From an optimization exercise on the open Yosys and OpenROAD flow, aimed at small area, a short achievable clock period and few clock cycles; shortcuts taken in it are not production practice.
In this exercise RTL edits were held to simulation tests only and were not proved equivalent to the original.
No activity file was given, so power comes from the tool's default toggle rates.

===== flow/design.v =====
module s9core (
    input  wire        clk,
    input  wire        rst,
    input  wire [1:0]  cmd_op,
    input  wire [15:0] cmd_len,
    output wire        busy,
    output wire        done,
    output wire        fault,
    output wire [3:0]  fcode,
    output wire [15:0] finfo,
    output wire [15:0] res_n,
    output wire [18:0] res_bytes,
    output wire [15:0] vin_addr,
    input  wire [31:0] vin_rdata,
    output wire        vout_we,
    output wire [9:0]  vout_addr,
    output wire [31:0] vout_wdata,
    output wire        snk_valid,
    output wire        snk_len,
    output wire [31:0] snk_data,
    input  wire        snk_ready,
    input  wire        snk_fail,
    output wire        src_valid,
    output wire        src_len,
    input  wire        src_ready,
    input  wire        src_fail,
    input  wire [31:0] src_data
);
    localparam [2:0] F_EMPTY = 3'd1, F_VALUE = 3'd2, F_SEL    = 3'd3,
                     F_HDR   = 3'd4, F_SINK  = 3'd5, F_SOURCE = 3'd6,
                     F_ALLOC = 3'd7;
    function [4:0] row_cap;
        input integer s;
        case (s)
            0: row_cap = 5'd28;
            1: row_cap = 5'd14;
            2: row_cap = 5'd9;
            3: row_cap = 5'd7;
            4: row_cap = 5'd5;
            5: row_cap = 5'd4;
            6: row_cap = 5'd3;
            7: row_cap = 5'd2;
            default: row_cap = 5'd1;
        endcase
    endfunction
    function integer row_bits;
        input integer s;
        case (s)
            0: row_bits = 1;
            1: row_bits = 2;
            2: row_bits = 3;
            3: row_bits = 4;
            4: row_bits = 5;
            5: row_bits = 7;
            6: row_bits = 9;
            7: row_bits = 14;
            default: row_bits = 28;
        endcase
    endfunction
    reg        busy_r, done_r, flt;
    reg [2:0]  fc;
    reg        s_echk, s_escan, s_dhdr, s_dchk, s_dword, s_dext;
    reg        fast;      
    reg [15:0] n;         
    reg [15:0] ptr;       
    reg [15:0] words;     
    reg [1:0]  hidx;      
    reg [4:0]  j;         
    reg [27:0] wreg;      
    reg [3:0]  sel;       
    reg [8:0]  live;      
    reg        vbad1;     
    reg [27:0] v1;
    reg [8:0]  ft1;       
    reg        val1;
    reg        wfull, wlast, pad, hdrp;
    reg        tf;        
    reg        vo;        
    reg        selok;
    reg        srcv, wev;     
    reg [7:0]  dm;            
    wire start   = !busy_r && !flt && (cmd_op != 2'd0);
    wire st_enc  = start && (cmd_op == 2'd1);
    wire st_dec  = start && cmd_op[1];
    wire [15:0] ptr_inc = ptr + 16'd1;
    wire [15:0] ptr_rew = ptr - {11'd0, j} - 16'd1;
    wire        pend    = (ptr == n);      
    reg [8:0] ft_in;
    integer r;
    always @* begin
        for (r = 0; r < 9; r = r + 1)
            ft_in[r] = ((vin_rdata[27:0] >> row_bits(r)) == 28'd0);
    end
    wire [8:0]  m        = ft1 & live;
    reg  [8:0]  conf;
    always @* begin
        for (r = 0; r < 9; r = r + 1)
            conf[r] = ({1'b0, j} >= {1'b0, row_cap(r)});
    end
    wire        first    = (j == 5'd0);
    wire [8:0]  lay_t    = (s_escan && first && !pad) ? m : live;    
    wire [8:0]  lay      = lay_t & ~{lay_t[7:0], 1'b0};               
    wire        fits     = |(ft1 & lay);
    wire        kill     = val1 && !pad && !first && !fits;
    wire        ins      = (val1 || pad) && !kill;       
    wire        last1    = pend;                         
    reg  [3:0]  lay_bin;
    reg         lay_full;      
    reg         lay_tf;        
    reg  [27:0] shifted;
    reg  [27:0] dmask;
    integer     p, b, top;
    always @* begin
        lay_bin  = 4'd0;
        lay_full = 1'b0;
        lay_tf   = 1'b0;
        shifted  = 28'd0;
        for (r = 0; r < 9; r = r + 1) begin
            b   = row_bits(r);
            top = row_cap(r) * b;
            if (lay[r]) begin
                lay_bin  = lay_bin | r[3:0];
                lay_full = lay_full | (j == row_cap(r) - 5'd1);
                lay_tf   = lay_tf | (j == row_cap(r) - 5'd2);
            end
            for (p = 0; p < 28; p = p + 1) begin
                if (p < top - b)
                    shifted[p] = shifted[p] | (lay[r] & wreg[p + b]);
                else if (p < top)
                    shifted[p] = shifted[p] | (lay[r] & s_escan & !pad & v1[p - top + b]);
            end
        end
    end
    always @* begin
        for (p = 0; p < 28; p = p + 1) begin
            if (p == 0)       dmask[p] = 1'b1;
            else if (p < 2)   dmask[p] = dm[0];
            else if (p < 3)   dmask[p] = dm[1];
            else if (p < 4)   dmask[p] = dm[2];
            else if (p < 5)   dmask[p] = dm[3];
            else if (p < 7)   dmask[p] = dm[4];
            else if (p < 9)   dmask[p] = dm[5];
            else if (p < 14)  dmask[p] = dm[6];
            else              dmask[p] = dm[7];
        end
    end
    wire        s_req   = hdrp || wfull;
    wire        s_ok    = s_req && snk_ready && !snk_fail;
    wire        s_bad   = s_escan && s_req && snk_ready && snk_fail;
    wire        wblk    = s_req && !(snk_ready && !(hdrp && wreg[3]));   
    wire        adv     = !wblk || !ins;                                   
    wire        e_end   = s_escan && wfull && wlast && snk_ready && !snk_fail;
    wire [7:0]  hbyte  = src_data[7:0];
    wire [15:0] hnew   = (hidx == 2'd0) ? {9'd0, hbyte[6:0]} :
                         (hidx == 2'd1) ? {2'd0, hbyte[6:0], n[6:0]} :
                                          {hbyte[1:0], n[13:0]};
    wire        hbad   = (hidx == 2'd2) && ((hbyte[6:2] != 5'd0) || hbyte[7]);
    wire        halloc = fast ? (n > 16'd997) : (n > 16'd1024);
    wire        nzero  = (n == 16'd0);
    wire        d_fin   = vo && (tf || !fast);         
    wire        d_fetch = tf && !vo;
    wire [3:0]  nsel    = src_data[3:0];
    wire [8:0]  nlive;
    genvar g;
    generate
        for (g = 0; g < 9; g = g + 1) begin : g_nl
            assign nlive[g] = (nsel <= g);
        end
    endgenerate
    wire e_emp     = s_echk && nzero;               
    wire e_chk_bad = s_echk && !nzero && vbad1;
    wire e_chk_end = s_echk && !nzero && !vbad1 && pend;
    wire h_take    = s_dhdr && src_ready && !src_fail;
    wire e_h_fail  = s_dhdr && src_ready && src_fail;
    wire e_h_bad   = h_take && hbad;
    wire e_h_last  = h_take && !hbad && !hbyte[7];
    wire e_alloc   = s_dchk && halloc;
    wire e_zero    = s_dchk && !halloc && nzero;
    wire e_first   = s_dchk && !halloc && !nzero;
    wire w_load    = s_dword && src_ready && !src_fail;
    wire e_w_fail  = s_dword && src_ready && src_fail;
    wire e_selbad  = s_dext && !selok;
    wire x_wr      = s_dext && selok;
    wire e_d_fin   = x_wr && d_fin;
    wire x_fetch   = x_wr && !d_fin && d_fetch;
    wire f_load    = x_fetch && src_ready && !src_fail;
    wire e_f_fail  = x_fetch && src_ready && src_fail;
    wire e_f_wait  = x_fetch && !src_ready;
    wire n_dhdr    = (s_dhdr && !(src_ready && (src_fail || hbad || !hbyte[7]))) || st_dec;
    wire n_dword   = e_first || (s_dword && !src_ready) || e_f_wait;
    wire n_dext    = w_load || (x_wr && !d_fin && !(d_fetch && !(src_ready && !src_fail)));
    wire ld        = w_load || f_load;
    wire n_selok   = ld ? (nsel <= 4'd8) : selok;
    wire n_tf      = ld ? (nsel == 4'd8) : x_wr ? lay_tf : tf;
    wire n_vo      = s_dchk ? (n == 16'd1) :
                     x_wr ? (vo || ((ptr[10:0] + 11'd2) == n[10:0])) : vo;
    wire e_fault   = e_emp || e_chk_bad || s_bad || e_h_fail || e_h_bad ||
                     e_alloc || e_w_fail || e_selbad || e_f_fail;
    wire e_done    = e_end || e_zero || e_d_fin;
    always @(posedge clk) begin
        if (rst) begin
            busy_r  <= 1'b0;
            done_r  <= 1'b0;
            flt     <= 1'b0;
            fc      <= 3'd0;
            s_echk  <= 1'b0;
            s_escan <= 1'b0;
            s_dhdr  <= 1'b0;
            s_dchk  <= 1'b0;
            s_dword <= 1'b0;
            s_dext  <= 1'b0;
            srcv    <= 1'b0;
            wev     <= 1'b0;
        end else begin
            busy_r  <= (busy_r && !e_fault && !e_done) || start;
            done_r  <= (done_r && !start) || e_done;
            flt     <= flt || e_fault;
            fc      <= fc | ({3{e_emp}}     & F_EMPTY)
                          | ({3{e_chk_bad}} & F_VALUE)
                          | ({3{e_selbad}}  & F_SEL)
                          | ({3{e_h_bad}}   & F_HDR)
                          | ({3{s_bad}}     & F_SINK)
                          | ({3{e_h_fail || e_w_fail || e_f_fail}} & F_SOURCE)
                          | ({3{e_alloc}}   & F_ALLOC);
            s_echk  <= (s_echk && !nzero && !vbad1 && !pend) || st_enc;
            s_escan <= (s_escan && !s_bad && !e_end) || e_chk_end;
            s_dhdr  <= n_dhdr;
            s_dchk  <= e_h_last;
            s_dword <= n_dword;
            s_dext  <= n_dext;
            srcv    <= n_dhdr || n_dword || (n_dext && n_selok && n_tf && !n_vo);
            wev     <= n_dext && n_selok;
        end
    end
    always @(posedge clk) begin
        vbad1 <= (vin_rdata[31:28] != 4'd0);
        if (rst || e_emp || e_chk_end || s_bad || e_end || e_zero || e_d_fin ||
            e_w_fail || e_f_fail || e_first || e_h_fail)
            ptr <= 16'd0;
        else if (e_chk_bad || (s_escan && adv && kill))
            ptr <= ptr_rew;
        else if (e_alloc)
            ptr <= n;
        else if (e_selbad)
            ptr <= {12'd0, sel};
        else if (st_enc || (s_echk && !vbad1) || (h_take && hbyte[7] && !hidx[1]) || x_wr ||
                 (s_escan && adv && !pend))
            ptr <= ptr_inc;
        if (rst) begin
            wfull <= 1'b0;
            hdrp  <= 1'b0;
        end else begin
            if (start) begin
                words <= 16'd0;
                hidx  <= 2'd0;
                j     <= 5'd0;
                fast  <= cmd_op[0];
                n     <= st_enc ? cmd_len : 16'd0;
            end
            if (e_chk_end) begin
                val1  <= 1'b0;
                pad   <= 1'b0;
                live  <= 9'h1ff;
                wfull <= 1'b0;
                wlast <= 1'b0;
                hdrp  <= 1'b1;
                wreg  <= {24'd0, (n[15:7] != 9'd0), n[6:4]};
                sel   <= n[3:0];
            end
            if (s_escan) begin
                if (adv) begin
                    if (kill) begin
                        val1 <= 1'b0;
                        j    <= 5'd0;
                        live <= live & (ft1 | conf);
                    end else begin
                        val1 <= !pend;
                        if (!pend) begin
                            v1  <= vin_rdata[27:0];
                            ft1 <= ft_in;
                        end
                        if (ins) begin
                            wreg <= shifted;
                            live <= lay_t;
                            if (lay_full) begin
                                sel   <= lay_bin;
                                j     <= 5'd0;
                                pad   <= 1'b0;
                                live  <= 9'h1ff;
                            end else begin
                                j   <= j + 5'd1;
                                pad <= pad || last1;
                            end
                        end
                    end
                end
                wfull <= (wfull && !(snk_ready && !hdrp)) ||
                         (adv && !kill && ins && lay_full);
                if (adv && !kill && ins && lay_full)
                    wlast <= last1 || pad;
                if (s_ok && hdrp) begin
                    hidx <= hidx + 2'd1;
                    hdrp <= wreg[3];
                    if (wreg[3]) begin
                        if (hidx == 2'd0) begin
                            wreg <= {24'd0, (n[15:14] != 2'd0), n[13:11]};
                            sel  <= n[10:7];
                        end else begin
                            wreg <= 28'd0;
                            sel  <= {2'd0, n[15:14]};
                        end
                    end
                end
                if (s_ok && !hdrp)
                    words <= words + 16'd1;
                if (s_bad) begin
                    hdrp  <= 1'b0;
                    wfull <= 1'b0;
                end
            end
            if (h_take) begin
                hidx <= hidx + 2'd1;
                n    <= hnew;
            end
            vo    <= n_vo;
            selok <= n_selok;
            tf    <= n_tf;
            if (w_load || f_load) begin
                wreg  <= src_data[31:4];
                sel   <= nsel;
                live  <= nlive;
                dm    <= ~nlive[7:0];
                j     <= 5'd0;
                words <= words + 16'd1;
            end else if (x_wr) begin
                wreg <= shifted;
                j    <= j + 5'd1;
            end
        end
    end
    assign busy      = busy_r;
    assign done      = done_r;
    assign fault     = flt;
    assign fcode     = {1'b0, fc};
    assign finfo     = ptr & {16{flt}};
    assign res_n     = n;
    assign res_bytes = {1'b0, words, hidx};
    assign vin_addr  = ptr;
    assign vout_we    = wev;
    assign vout_addr  = ptr[9:0];
    assign vout_wdata = {4'd0, wreg & dmask};
    assign snk_valid = hdrp || wfull;
    assign snk_len   = !hdrp;
    assign snk_data  = {wreg, sel};
    assign src_valid = srcv;
    assign src_len   = !s_dhdr;
endmodule

===== flow/flow/run.sh =====
#!/bin/bash
set -euo pipefail
bash standard.sh SETUP_SLACK_MARGIN=6.5 finish > flow_make.log 2>&1

===== flow/standard.sh =====
#!/bin/bash
# synth_recipe.tcl (not shown) runs the flow's synth.tcl, then flattens the netlist and writes it again
# the make line also repeats each setting of config.mk as NAME=value (left out here)
make -C /OpenROAD-flow-scripts/flow DESIGN_CONFIG=/design/flow/config.mk WORK_HOME=/design/flow/orfs CLKGATE_MAP_FILE= SYNTH_SCRIPT=/design/flow/synth_recipe.tcl "${@:-finish}"

===== flow/config.mk =====
export PLATFORM = sky130hd
export DESIGN_NAME = s9core
export DESIGN_NICKNAME = s9core
export VERILOG_FILES = /design/flow/design.v
export SDC_FILE = /design/flow/constraint.sdc
export NUM_CORES = 4
export LEC_CHECK = 0
export CAP_MARGIN = 20
export CORE_MARGIN = 2
export CORE_UTILIZATION = 40
export PLACE_DENSITY = 0.6
export SLEW_MARGIN = 20

===== flow/constraint.sdc =====
create_clock -name core_clock -period 10.0 [get_ports {clk}]
set_input_delay 2.0000 -clock core_clock [delete_from_list [all_inputs] [get_ports {clk}]]
set_output_delay 2.0000 -clock core_clock [all_outputs]
set_load 0.01 [all_outputs]

==> results of run 1 <==
==> area by class of cell <==
| cell class | count | share of cell area, % |
|---|---|---|
| Inverter | 32 | 0.833 |
| Clock inverter | 15 | 1.01 |
| Timing Repair Buffer | 369 | 21.3 |
| Tap cell | 384 | 3.02 |
| Sequential cell | 164 | 29.2 |
| Timing Repair inverter | 1 | 0.0471 |
| Multi-Input combinational cell | 1002 | 41.9 |
| Clock buffer | 17 | 2.67 |
==> power breakdown <==
group          internal, mW  switching [mW]
logic                 0.224           0.261
registers             0.775          0.0452
clock network         0.336           0.338
==> logic make-up after synthesis <==
| kind of cell | after synthesis |
|---|---|
| AND/OR/NAND/NOR | 515 |
| AO/OA/AOI/OAI | 408 |
| buffers and inverters | 179 |
| flip-flops | 164 |
| XOR/XNOR | 39 |
| adder cells (fa/ha/maj) | 17 |
| multiplexers | 15 |
| other | 1 |
==> state kept, by name, indices dropped and copies added (netlist names), 2 cells and up <==
| name | flops |
|---|---|
| dm | 8 |
| fc | 3 |
| ft1 | 8 |
| hidx | 2 |
| j | 5 |
| live | 9 |
| n | 16 |
| ptr | 16 |
| sel | 4 |
| v1 | 28 |
| words | 16 |
| wreg | 28 |
==> per-stage QoR <==
stage          area (sq um)  std cells  util [%]
2_1_floorplan         11700       1343         -
3_3_place_gp          14000       1834      49.0
3_5_place_dp          14000       1834      49.0
4_1_cts               15500       1959      54.3
5_1_grt               15900       1984      55.8
6_report              15900       1984      55.8
==> worst paths after layout <==
check	startpoint	slack [ns]	depth (start not counted)	end
setup reg to reg	j[0]	6.50	12	live[2]
hold / removal	done_r	0.48	2	done_r
hold reg to reg	done_r	0.48	2	done_r
setup / recovery	n[1]	6.49	1	res_n[1]
==> cells in the mapped netlist, types with 17 or more instances <==
master    count  share of area, %
a21oi_1      76               3.3
a222oi_1     54               4.7
a22oi_1      32               2.1
and2_1       50               2.7
and3_1       22               1.2
buf_4        17               1.1
clkbuf_1    113               3.7
dfxtp_1      33               5.7
edfxtp_1    131                34
inv_1        31               1.0
nand2_1     142               4.6
nand3_1      49               2.1
nand4_1      24               1.3
nor2_1      114               3.7
nor3_1       31               1.3
nor4_1       18              0.97
o21ai_0      79               3.4
o31ai_1      17               1.1
xnor2_1      17               1.3
xor2_1       22               1.7
==> worst register-to-register path, delay by kind of cell, from the launching register on <==
kind / cells / cell delay [ns]
AND/OR/NAND/NOR: 5 / 1.53
AO/OA/AOI/OAI: 3 / 0.70
flip-flops: 1 / 0.44
buffers and inverters: 3 / 0.42
adder cells (fa/ha/maj): 1 / 0.14
==> routing by layer <==
layer	up-vias	wire, microns	part of all wire (%)	track usage, %
met4	0	1420	3.1	9.38
met5	-	0	0	0
met2	806	20300	44	43.9
met1	6007	19500	43	42.6
met3	115	4500	9.8	4.48
li1	5607	-	-	-
==> repair_timing <==
item	CTS	global route
setup endpoints to repair	352	116
cloned	7	1
setup buffers	86	24
resized for setup	160	69
pin swaps	12	23
hold buffers	0	0
==> results.yml, run 1 <==
run_status:
  status: "timing/DRC/antenna clean"
critical_path:
  worstPathMaxFanout: 2
  crit_chain: "clkdlybuf4s50_1"
  critPathBufInv: 1
  crit_family: "buffers and inverters"
  slowest_stage: "clkdlybuf4s50_1"
  worst_setup_path_end_kind: "primary output"
  cp_data_arrival_time_ns: 1.51
  max_stage_delay_ns: 0.58
  startpoint_type: "register"
  cp.required_ns: 8.00
  path_class: "reg2out"
synthesis:
  synth_ff_type: "edfxtp_1"
  synthArstFlopShare_pct: 0
  ys_types: 79
  synth_compound_area_share_pct: 25.3
  yosysSeqAreaShare_pct: 39.7
  avgSynthCellArea_sq_um: 8.64
  synth_seq_cells: 164
  yosys_warnings: 1
  yosys.area_share.simple_pct: 22.1
  synth_edf_count: 131
  synth_fa_ha_area_share_pct: 1.90
  synth_top_family_by_area: "compound AO/OA/AOI/OAI gates"
  synthMuxAreaShare_pct: 1.33
  netlist_area_sq_um: 11600
  netlist_instances: 1338
  synthXorXnorAreaFrac_pct: 2.95
layout:
  layout-drive-gt1-share_pct: 17.9
  num-fill-cells: 2679
  final_nets: 1692
  area_growth_pct: 37.8
  final_common_cell: "clkdlybuf4s50_1"
  multiInputGateArea_sq_um: 6680
  regArea_sq_um: 4650
  n_antenna_cell: 0
  layout_common_cells: "clkdlybuf4s50_1 (163), nand2_1 (137), edfxtp_1 (131)"
sta:
  rsz0062_at_grt: "yes"
  finalCritPeriodShare_pct: 35.1
  fmax_ghz: 0.285
  final-max-slew-violation-count: 0
  worst_slack_ns: 6.49
  worst_slew_pin_slew_ns: 0.915
  hold-worst-slack_ns: 0.477
  hold_viol: 0
  fin_crit_ns: 3.51
  setup-violations-final: 0
  relSlewSlack_pct: 38.7
  clock_skew_ns: 0.0150
  fin_tns_setup_ns: 0
power:
  powerDensity_nw_per_um2: 124
  vdd_drop_max_mv: 0.116
  leakage_nw: 6.02
  p_total_mw: 1.98
die:
  dieArea_sq_um: 30300
  start_util_pct: 40.5
  dieWidth_microns: 174
  core-area_sq_um: 28500
  rows: 62
  io_pins: 241
  die_y_microns: 174
global_route:
  grt_use_total_pct: 29.1
  grt_pass1_vias: 11300
  grt_max_degree: 61
  antenna_found_initial: 0
  grt-ovfl-total: 0
  grt_pass1_wl_microns: 69500
cts:
  cts_buffers: 17
  cts_sinks: 164
  clock_latency_ns: 0.45
  cts_tree: "done"
  cts_max_level: 4
  cts-root-buf: "clkbuf_16"
  clk_path_buf_depth: 2
  clkTransAtPathRegs_ns: 0.08
detailed_routing:
  wirelength_microns: 45700
  ant_nets: 0
  drc: 0
  wl_per_cell_microns: 23.0
  first_pass_iters: 11
  viasPerCell: 6.32
  drt_iter0_markers: 2000
  num_vias: 12500
flow_run:
  maxCapViolations: 0
place:
  hpwl_microns: 30900
  gp_congestion: 0.956
  port_buffers: 234
  place_ws_ns: 5.13
worst_hold_path:
  min-delay-path-class: "reg2reg"
Testbench counts, summed over its fixed seeds: cycles 105,556.
==> run 2: changes to the inputs <==
==> flow/flow/run.sh (replaced) <==
#!/bin/bash
set -euo pipefail
bash standard.sh SETUP_SLACK_MARGIN=6.5 CORE_UTILIZATION=50 PLACE_DENSITY=0.65 finish > flow_make.log 2>&1
==> run 2 against run 1 <==
Cell count shrank 5.2%. Synthesized cell count is the same. Power grew 0.28%. Critical path type is now reg2reg. Die area shrank 20%. First-iteration DRC count grew 14%. Sequential power is essentially flat. Maximum frequency grew 0.10%. Still clean.
==> results.yml, run 2 <==
synthesis:
  avgSynthCellArea_sq_um: 8.64
  netlist_instances: 1338
  synthTopCellsByArea: "edfxtp_1 (34%), dfxtp_1 (5.7%), a222oi_1 (4.7%)"
  synthArstFlopShare_pct: 0
  synth_top_area_share_pct: 34.0
  netlist_area_sq_um: 11600
  yosysSeqAreaShare_pct: 39.7
  synth_ff_type: "edfxtp_1"
  netlist_top_cells_count: "nand2_1 (142), edfxtp_1 (131), nor2_1 (114)"
  ys_types: 79
  synth_edf_count: 131
  synth.most_common_cell: "nand2_1"
  yosys_warnings: 1
  synth_area_leader_cell: "edfxtp_1"
  synth_seq_cells: 164
cts:
  cts_tree: "done"
  cts_sinks: 164
  clk_path_buf_depth: 2
  cts_max_level: 4
  cts-root-buf: "clkbuf_16"
  clkTransAtPathRegs_ns: 0.07
  cts_buffers: 17
  hold_buffers: 0
  clock_latency_ns: 0.44
sta:
  rsz0062_at_grt: "yes"
  fmax_ghz: 0.285
  final-max-slew-violation-count: 0
  fin_tns_setup_ns: 0
  clock_skew_ns: 0.0131
  worst_slack_ns: 6.49
  hold_viol: 0
  setup-violations-final: 0
  relSlewSlack_pct: 41.7
  worst_slew_pin_slew_ns: 0.872
  finalCritPeriodShare_pct: 35.1
  fin_crit_ns: 3.51
die:
  start_util_pct: 51.1
  core-area_sq_um: 22600
  dieArea_sq_um: 24400
  die_y_microns: 156
  io_pins: 241
  rows: 55
  dieWidth_microns: 156
critical_path:
  worstSetupStartpoint: "j[0]"
  slowest_stage: "or4b_4"
  r2r_slack_ns: 6.49
  worst-r2r-cell-count: 10
  r2r_end: "j[4]"
  crit_chain: "inv_4 > ha_4 > or4b_4 > o31a_1 > and4_1 > or4_4 > or2_4 > or3_4 > a21bo_1 > a21oi_2"
  path_class: "reg2reg"
  cp_data_arrival_time_ns: 3.81
  startpoint_type: "register"
  max_stage_delay_ns: 0.54
  worst_setup_path_end_kind: "register"
  cp.required_ns: 10.30
  worstPathMaxFanout: 8
  r2r_start: "j[0]"
layout:
  num-fill-cells: 1822
  final_nets: 1687
  n_antenna_cell: 0
  layout-drive-gt1-share_pct: 17.4
  fin_area_sq_um: 15800
  area_growth_pct: 36.7
  final_common_cell: "clkdlybuf4s50_1"
  largestRegisters: "v1 x28, wreg x28"
  layout_common_cells: "clkdlybuf4s50_1 (159), nand2_1 (137), edfxtp_1 (131)"
power:
  vdd_drop_max_mv: 0.101
  powerDensity_nw_per_um2: 126
  leakage_nw: 6.07
detailed_routing:
  viasPerCell: 6.78
  drt_iter0_markers: 2290
  first_pass_iters: 14
  wirelength_microns: 45400
  drc: 0
  ant_nets: 0
  num_vias: 12700
  wl_per_cell_microns: 24.2
global_route:
  grt_use_total_pct: 35.7
  grt_pass1_vias: 11500
  grt_max_degree: 62
  grt-ovfl-total: 0
  grt_pass1_wl_microns: 67500
  antenna_found_initial: 0
worst_hold_path:
  min-delay-path-class: "reg2reg"
  min-delay-start: "done_r"
  whs_endpoint: "done_r"
  holdPathStages: 2
place:
  hpwl_microns: 29700
  placed_area_sq_um: 13800
  gp_congestion: 0.978
  place_ws_ns: 4.97
  port_buffers: 234
flow_run:
  maxCapViolations: 0
run_status:
  status: "timing/DRC/antenna clean"
-- run 2: cell counts after synthesis --
Identical to the previous run, type by type.
-- run 2: area by class of cell --
type	instances	area, sq um	area share, %
timing repair buffer	363	3380	21.4
clock inverter	14	170	1.08
clock buffer	18	429	2.72
sequential	164	4650	29.4
timing repair inverter	1	5.00	0.0317
tap	285	357	2.26
multi-input combinational	1003	6680	42.3
inverter	32	133	0.839
-- run 2: cells by family (layout without fill, tap and decap cells) --
kind of cell | after synthesis | in the layout | synth area share [%]
compound gates | 408 | 408 | 25.3
xor+xnor | 39 | 39 | 2.95
fa+ha+maj | 17 | 17 | 1.90
buf+inv | 179 | 428 | 6.62
flops | 164 | 164 | 39.7
mux | 15 | 15 | 1.33
other cells | 1 | 6 | 0.0324
simple gates | 515 | 518 | 22.1
-- run 2: power breakdown --
group          switching [mW]  leakage, nW  internal [mW]
combinational           0.260         4.23          0.218
sequential             0.0442         1.55          0.775
clock                   0.311        0.287          0.377
total                   0.615         6.07           1.37
-- run 2: what timing repair did --
| action | in CTS | in global routing |
|---|---|---|
| gates cloned | 4 | 4 |
| pin swaps | 11 | 13 |
| setup buffers | 93 | 13 |
| endpoints found under the setup margin | 325 | 78 |
| gates resized for setup | 163 | 63 |
| endpoints found under the hold margin | 0 | 0 |
-- run 2: how the worst max path moves through the flow --
stage	end	cells after the start
floorplan	ft1[0]	4
global placement	ft1[0]	6
detailed placement	v1[5]	6
CTS	live[7]	10
global route	live[1]	11
finish	j[4]	10
-- run 2: metal layers --
| layer | part of all wire, % | track usage [%] |
|---|---|---|
| met1 | 40 | 50.6 |
| met2 | 44 | 54.5 |
| met4 | 2.9 | 11.8 |
| met5 | 0 | 0 |
| met3 | 13 | 7.58 |
-- run 2: through the flow --
stage	power [mW]	util, %	cells	hold WS, ns
floorplan	1.07	-	1343	0.477
global placement	1.24	61.2	1734	0.448
finish	1.98	69.8	1880	0.455
global route	2.05	69.8	1880	0.478
detailed placement	1.24	61.2	1734	0.450
CTS	1.96	68.4	1863	0.460
-- run 2: worst max-delay path: cells and delay by family (launching register included) --
family | cells | cell delay, ns
buffers and inverters | 1 | 0.10
adder cells (fa/ha/maj) | 1 | 0.16
AND/OR/NAND/NOR | 5 | 1.94
flip-flops | 1 | 0.44
AO/OA/AOI/OAI | 3 | 0.71
==> run 3: changes to the inputs <==
==> flow/flow/run.sh (replaced) <==
#!/bin/bash
set -euo pipefail
bash standard.sh SETUP_SLACK_MARGIN=6.5 "BUFFER_PORTS_ARGS=-buffer_cell sky130_fd_sc_hd__buf_1" finish > flow_make.log 2>&1
==> run 3 against run 2 <==
Maximum frequency grew 1.7%. Sequential cell count is the same. Non-clock buffer count shrank 65. Die area grew 24%. Synthesized cell count is the same. Count of clock-buffer cells in the layout grew 2. Via count shrank 5.0%. Routed wire length shrank 6.5%. Global-route usage shrank 8.6 points. Clock power shrank 0.9%. Largest power group unchanged.
==> results.yml, run 3 <==
detailed_routing:
  drc: 0
  viasPerCell: 6.33
  first_pass_iters: 12
  drt_iter0_markers: 1844
  num_vias: 12100
  wl_per_cell_microns: 22.2
  wirelength_microns: 42500
  ant_nets: 0
critical_path:
  slowest_stage: "or4b_4"
  worst_setup_path_end_kind: "register"
  max_stage_delay_ns: 0.53
  startpoint_type: "register"
  r2r_slack_ns: 6.55
  cp.required_ns: 10.18
  path_class: "reg2reg"
  crit_chain: "inv_4 > ha_4 > or4b_4 > o31a_1 > and4_1 > or4_4 > or2_4 > or3_4 > nor4_4 > a211oi_1"
  worstPathMaxFanout: 8
  cp_data_arrival_time_ns: 3.63
synthesis:
  avgSynthCellArea_sq_um: 8.64
  netlist_top_cells_count: "nand2_1 (142), edfxtp_1 (131), nor2_1 (114)"
  synth_edf_count: 131
  synth_compound_area_share_pct: 25.3
  ys_types: 79
  synth_fa_ha_area_share_pct: 1.90
  synthArstFlopShare_pct: 0
  synth_ff_type: "edfxtp_1"
  synth_seq_cells: 164
  yosysSeqAreaShare_pct: 39.7
  synth_top_area_share_pct: 34.0
  netlist_area_sq_um: 11600
  synth_top_family_by_area: "compound AO/OA/AOI/OAI gates"
  yosys_warnings: 1
  synth.most_common_cell: "nand2_1"
  yosys.area_share.simple_pct: 22.1
  netlist_instances: 1338
  synthTopCellsByArea: "edfxtp_1 (34%), dfxtp_1 (5.7%), a222oi_1 (4.7%)"
  synthXorXnorAreaFrac_pct: 2.95
  synth_area_leader_cell: "edfxtp_1"
  synthMuxAreaShare_pct: 1.33
cts:
  hold_buffers: 0
  cts_tree: "done"
  clk_path_buf_depth: 2
  clkTransAtPathRegs_ns: 0.07
  cts_sinks: 164
  clock_latency_ns: 0.45
  cts_max_level: 4
  cts_buffers: 17
  cts-root-buf: "clkbuf_16"
place:
  placed_area_sq_um: 12500
  place_ws_ns: 5.33
  port_buffers: 234
  gp_congestion: 0.937
  hpwl_microns: 29300
sta:
  finalCritPeriodShare_pct: 34.5
  clock_skew_ns: 0.0144
  setup-violations-final: 0
  worst_slack_ns: 6.55
  hold_viol: 0
  hold-worst-slack_ns: 0.456
  relSlewSlack_pct: 36.6
  final-max-slew-violation-count: 0
  worst_slew_pin_slew_ns: 0.946
  fin_tns_setup_ns: 0
  rsz0062_at_grt: "yes"
  fmax_ghz: 0.290
  fin_crit_ns: 3.45
global_route:
  grt_pass1_vias: 10900
  grt_max_degree: 62
  grt_pass1_wl_microns: 64400
  antenna_found_initial: 0
  grt_use_total_pct: 27.1
  grt-ovfl-total: 0
die:
  core-area_sq_um: 28500
  dieArea_sq_um: 30300
  dieWidth_microns: 174
  die_y_microns: 174
  rows: 62
  io_pins: 241
  start_util_pct: 40.5
power:
  vdd_drop_max_mv: 0.120
  powerDensity_nw_per_um2: 136
  p_total_mw: 1.89
  leakage_nw: 4.78
layout:
  largestRegisters: "v1 x28, wreg x28"
  num-fill-cells: 2772
  regArea_sq_um: 4610
  final_common_cell: "buf_1"
  area_growth_pct: 19.9
  fin_area_sq_um: 13900
  layout-drive-gt1-share_pct: 12.0
  layout_common_cells: "buf_1 (233), nand2_1 (139), edfxtp_1 (131)"
  n_antenna_cell: 0
  final_nets: 1621
  multiInputGateArea_sq_um: 6600
run_status:
  status: "timing/DRC/antenna clean"
worst_hold_path:
  min-delay-path-class: "reg2reg"
flow_run:
  maxCapViolations: 0
==> run 3: cell count changes in the layout (fill, tap and decap cells not counted), sizes merged, moves of 3 or more <==
cell,delta
dlygate4sd2,-55
clkdlybuf4s15,-3
dlymetal6s2s,-12
buf,+169
clkbuf,-3
clkdlybuf4s50,-159
inv,-4
==> run 3: logic make-up (layout without fill, tap and decap cells) <==
group                    Yosys count  in the layout
other                              1              6
buffers and inverters            179            362
XOR/XNOR                          39             39
AO/OA/AOI/OAI                    408            408
AND/OR/NAND/NOR                  515            518
adder cells (fa/ha/maj)           17             17
multiplexers                      15             15
flip-flops                       164            164
==> run 3: cell type report <==
class                           count  area share (%)
Tap cell                          384            3.47
Timing Repair Buffer              298            10.4
Multi-Input combinational cell   1003            47.6
Inverter                           32           0.929
Sequential cell                   164            33.2
Clock inverter                     12            1.15
Clock buffer                       20            3.15
==> run 3: per-stage QoR <==
step / cells / util (%)
floorplan: 1343 / -
global placement: 1833 / 43.8
detailed placement: 1833 / 43.8
CTS: 1888 / 47.0
global route: 1913 / 48.6
finish: 1913 / 48.6
==> run 3: power by group <==
part	internal, mW	leakage (nW)	total, mW	switching [mW]
combinational	0.143	2.97	0.356	0.213
sequential	0.776	1.54	0.851	0.0744
clock	0.394	0.273	0.682	0.288
==> run 3: path summary, 6_finish.rpt <==
| check | start | endpoint | cells past startpoint |
|---|---|---|---|
| setup reg to reg | j[0] | live[2] | 10 |
| setup / recovery | j[0] | live[2] | 10 |
| hold reg to reg | done_r | done_r | 2 |
| hold / removal | done_r | done_r | 2 |
==> run 3: critical path, delay by kind of cell, from the launching register on <==
kind                     cells  cell delay (ns)
AND/OR/NAND/NOR              6             2.11
flip-flops                   1             0.43
AO/OA/AOI/OAI                2             0.39
adder cells (fa/ha/maj)      1             0.16
buffers and inverters        1             0.11
==> run 3: timing repair <==
item,in CTS,in global routing
setup endpoints to repair,137,91
gates cloned,2,2
pin swaps,6,16
gates resized for setup,36,58
buffers inserted,21,23
==> run 3: per-layer routing <==
layer | wire length [microns] | track usage (%) | up-vias
met5 | 12 | 0 | -
met4 | 1100 | 9.17 | 2
met3 | 4440 | 5.73 | 76
met2 | 18800 | 40.6 | 763
met1 | 18100 | 38.8 | 5796
li1 | - | - | 5465
==> run 4: changes to the inputs <==
==> flow/flow/run.sh (replaced) <==
#!/bin/bash
set -euo pipefail
bash standard.sh SETUP_SLACK_MARGIN=6.5 "BUFFER_PORTS_ARGS=-buffer_cell sky130_fd_sc_hd__buf_1" CTS_BUF_LIST=sky130_fd_sc_hd__clkbuf_8 finish > flow_make.log 2>&1
==> run 4 against run 3 <==
Still clean on timing, DRC and antenna. Sequential cell count unchanged. First-iteration DRC count shrank 5.0%. Maximum frequency fell by 1.1%. Global-route usage is 0.13 points lower. Utilization up 0.13 points. Synthesized cell count is the same.
==> results.yml, run 4 <==
synthesis:
  synth_top_area_share_pct: 34.0
  synth_seq_cells: 164
  synthTopCellsByArea: "edfxtp_1 (34%), dfxtp_1 (5.7%), a222oi_1 (4.7%)"
  netlist_area_sq_um: 11600
  ys_types: 79
  synth_ff_type: "edfxtp_1"
  synth_area_leader_cell: "edfxtp_1"
  yosysSeqAreaShare_pct: 39.7
  synth_edf_count: 131
  netlist_top_cells_count: "nand2_1 (142), edfxtp_1 (131), nor2_1 (114)"
  yosys_warnings: 1
  synth.most_common_cell: "nand2_1"
  avgSynthCellArea_sq_um: 8.64
  synthArstFlopShare_pct: 0
  netlist_instances: 1338
global_route:
  grt_max_degree: 62
  grt_pass1_vias: 10900
  grt_use_total_pct: 27.0
  grt-ovfl-total: 0
  antenna_found_initial: 0
  grt_pass1_wl_microns: 64500
sta:
  worst_slack_ns: 6.51
  fin_crit_ns: 3.49
  worst_slew_pin_slew_ns: 0.951
  relSlewSlack_pct: 36.3
  hold_viol: 0
  finalCritPeriodShare_pct: 34.9
  rsz0062_at_grt: "yes"
  hold-worst-slack_ns: 0.460
  fin_tns_setup_ns: 0
  final-max-slew-violation-count: 0
  setup-violations-final: 0
  fmax_ghz: 0.287
  clock_skew_ns: 0.0220
detailed_routing:
  drc: 0
  viasPerCell: 6.29
  first_pass_iters: 14
  wirelength_microns: 42800
  num_vias: 12200
  drt_iter0_markers: 1751
  ant_nets: 0
  wl_per_cell_microns: 22.1
die:
  rows: 62
  dieWidth_microns: 174
  io_pins: 241
  core-area_sq_um: 28500
  dieArea_sq_um: 30300
  start_util_pct: 40.5
  die_y_microns: 174
place:
  gp_congestion: 0.937
  place_ws_ns: 5.33
  hpwl_microns: 29300
  port_buffers: 234
  placed_area_sq_um: 12500
power:
  p_sw_mw: 0.558
  p_seq_share_pct: 48.8
  leakage_nw: 4.82
  pwr-share-comb_pct: 21.5
  swShare_pct: 32.3
  p_int_mw: 1.17
  powerDensity_nw_per_um2: 124
  vdd_drop_max_mv: 0.0768
  p_clk_share_pct: 29.7
cts:
  cts_buffers: 17
  cts_sinks: 164
  hold_buffers: 0
  clkTransAtPathRegs_ns: 0.10
  cts-root-buf: "clkbuf_8"
  clk_path_buf_depth: 2
  cts_max_level: 4
  cts_tree: "done"
  clock_latency_ns: 0.49
critical_path:
  cp.required_ns: 8.00
  r2r_slack_ns: 6.53
  crit_family: "flip-flops"
  worst_setup_path_end_kind: "primary output"
  worst-r2r-cell-count: 10
  cp_data_arrival_time_ns: 1.49
  startpoint_type: "register"
  path_depth: 2
  slowest_stage: "edfxtp_1"
  path_class: "reg2out"
  worstPathMaxFanout: 8
  r2r_start: "j[0]"
  crit_chain: "and2_1 > buf_1"
  r2r_end: "live[2]"
  max_stage_delay_ns: 0.58
  critPathBufInv: 1
layout:
  layout_common_cells: "buf_1 (234), nand2_1 (139), edfxtp_1 (131)"
  final_common_cell: "buf_1"
  fin_area_sq_um: 13900
  n_antenna_cell: 0
  largestRegisters: "v1 x28, wreg x28"
  layout-drive-gt1-share_pct: 13.9
  final_nets: 1644
  area_growth_pct: 20.2
worst_hold_path:
  holdPathStages: 2
  whs_endpoint: "done_r"
  min-delay-path-class: "reg2reg"
  min-delay-start: "done_r"
run_status:
  status: "timing/DRC/antenna clean"
flow_run:
  maxCapViolations: 0
==> run 4: power by group through the flow <==
stage,Sequential (mW),Clock (mW),Combinational [mW]
2_1_floorplan,0.831,0,0.237
3_3_place_gp,0.864,0,0.314
3_5_place_dp,0.865,0,0.317
4_1_cts,0.846,0.520,0.331
5_1_grt,0.849,0.545,0.407
6_report,0.844,0.514,0.371
==> run 4: worst min-delay path: stages, from the launching register on <==
cell     delay, ns
dfxtp_1       0.32
nand2_1       0.05
a21oi_1       0.05
==> run 4: how the worst max path moves through the flow <==
stage / end / startpoint
floorplan: ft1[0] / rst
finish: vout_wdata[6] / wreg[6]
CTS: live[4] / j[0]
global placement: v1[16] / rst
detailed placement: v1[16] / rst
global route: live[4] / j[0]
==> run 4: final cells by class <==
type	instances	area, sq um
inverter	32	133
sequential	164	4610
multi-input combinational	1003	6640
tap	384	480
clock buffer	17	234
clock inverter	15	170
timing repair buffer	321	1640
fill	2786	14600
==> run 4: per-stage QoR <==
step	power (mW)	std cells	utilization [%]
after floorplan	1.07	1343	-
after global placement	1.18	1833	43.8
after detailed placement	1.18	1833	43.8
after CTS	1.70	1887	46.3
after global routing	1.80	1936	48.7
final	1.73	1936	48.7
==> run 4: cells by family (layout without fill, tap and decap cells) <==
kind of cell / count (synthesis) / in the layout / share of synthesized area (%)
buf+inv: 179 / 385 / 6.62
xor+xnor: 39 / 39 / 2.95
mux: 15 / 15 / 1.33
other cells: 1 / 6 / 0.0324
compound gates: 408 / 408 / 25.3
flops: 164 / 164 / 39.7
simple gates: 515 / 518 / 22.1
fa+ha+maj: 17 / 17 / 1.90
==> run 4: repair_timing <==
action / 4_1_cts / 5_1_grt
setup endpoints to repair: 128 / 110
pin swaps: 5 / 19
setup buffers: 20 / 46
gates cloned: 2 / 3
resized for setup: 36 / 67
==> run 4: metal layers <==
metal	GRT usage (%)	routed length (microns)
met4	8.44	1130
met5	0	0
met1	39.1	18400
met3	5.27	4180
met2	40.5	19100

static timing again, ports no longer ideal:
In the flow no input, the clock included, has a driving cell. The finished layouts below were timed again as built, in two steps.
Step 1 assumes that a clkbuf_16 drives the clock port and a buf_2 every other input.
Step 2 also shifts input and output timing later by t, the mid clock arrival at the registers, as if the neighbouring blocks saw the same clock.
Three values: ideal ports, drivers, drivers and shift; two values: the first two.
| run | t, ns | setup slack, ns | worst setup path after step 2 | worst register clock-pin slew, ns |
|---|---|---|---|---|
| run 1 | 0.495 | 6.489 / 6.437 / 6.126 | input to register | 0.08 / 0.08 |
| run 2 | 0.487 | 6.492 / 6.467 / 6.084 | input to register | 0.07 / 0.07 |
| run 3 | 0.491 | 6.550 / 6.508 / 6.117 | input to register | 0.07 / 0.07 |
| run 4 | 0.529 | 6.512 / 6.466 / 6.050 | input to register | 0.10 / 0.10 |
After both steps setup and hold are still met in every run listed. The setup slack of run 4, which loses most, moves by -0.046 ns with the drivers and by -0.462 ns with both steps.
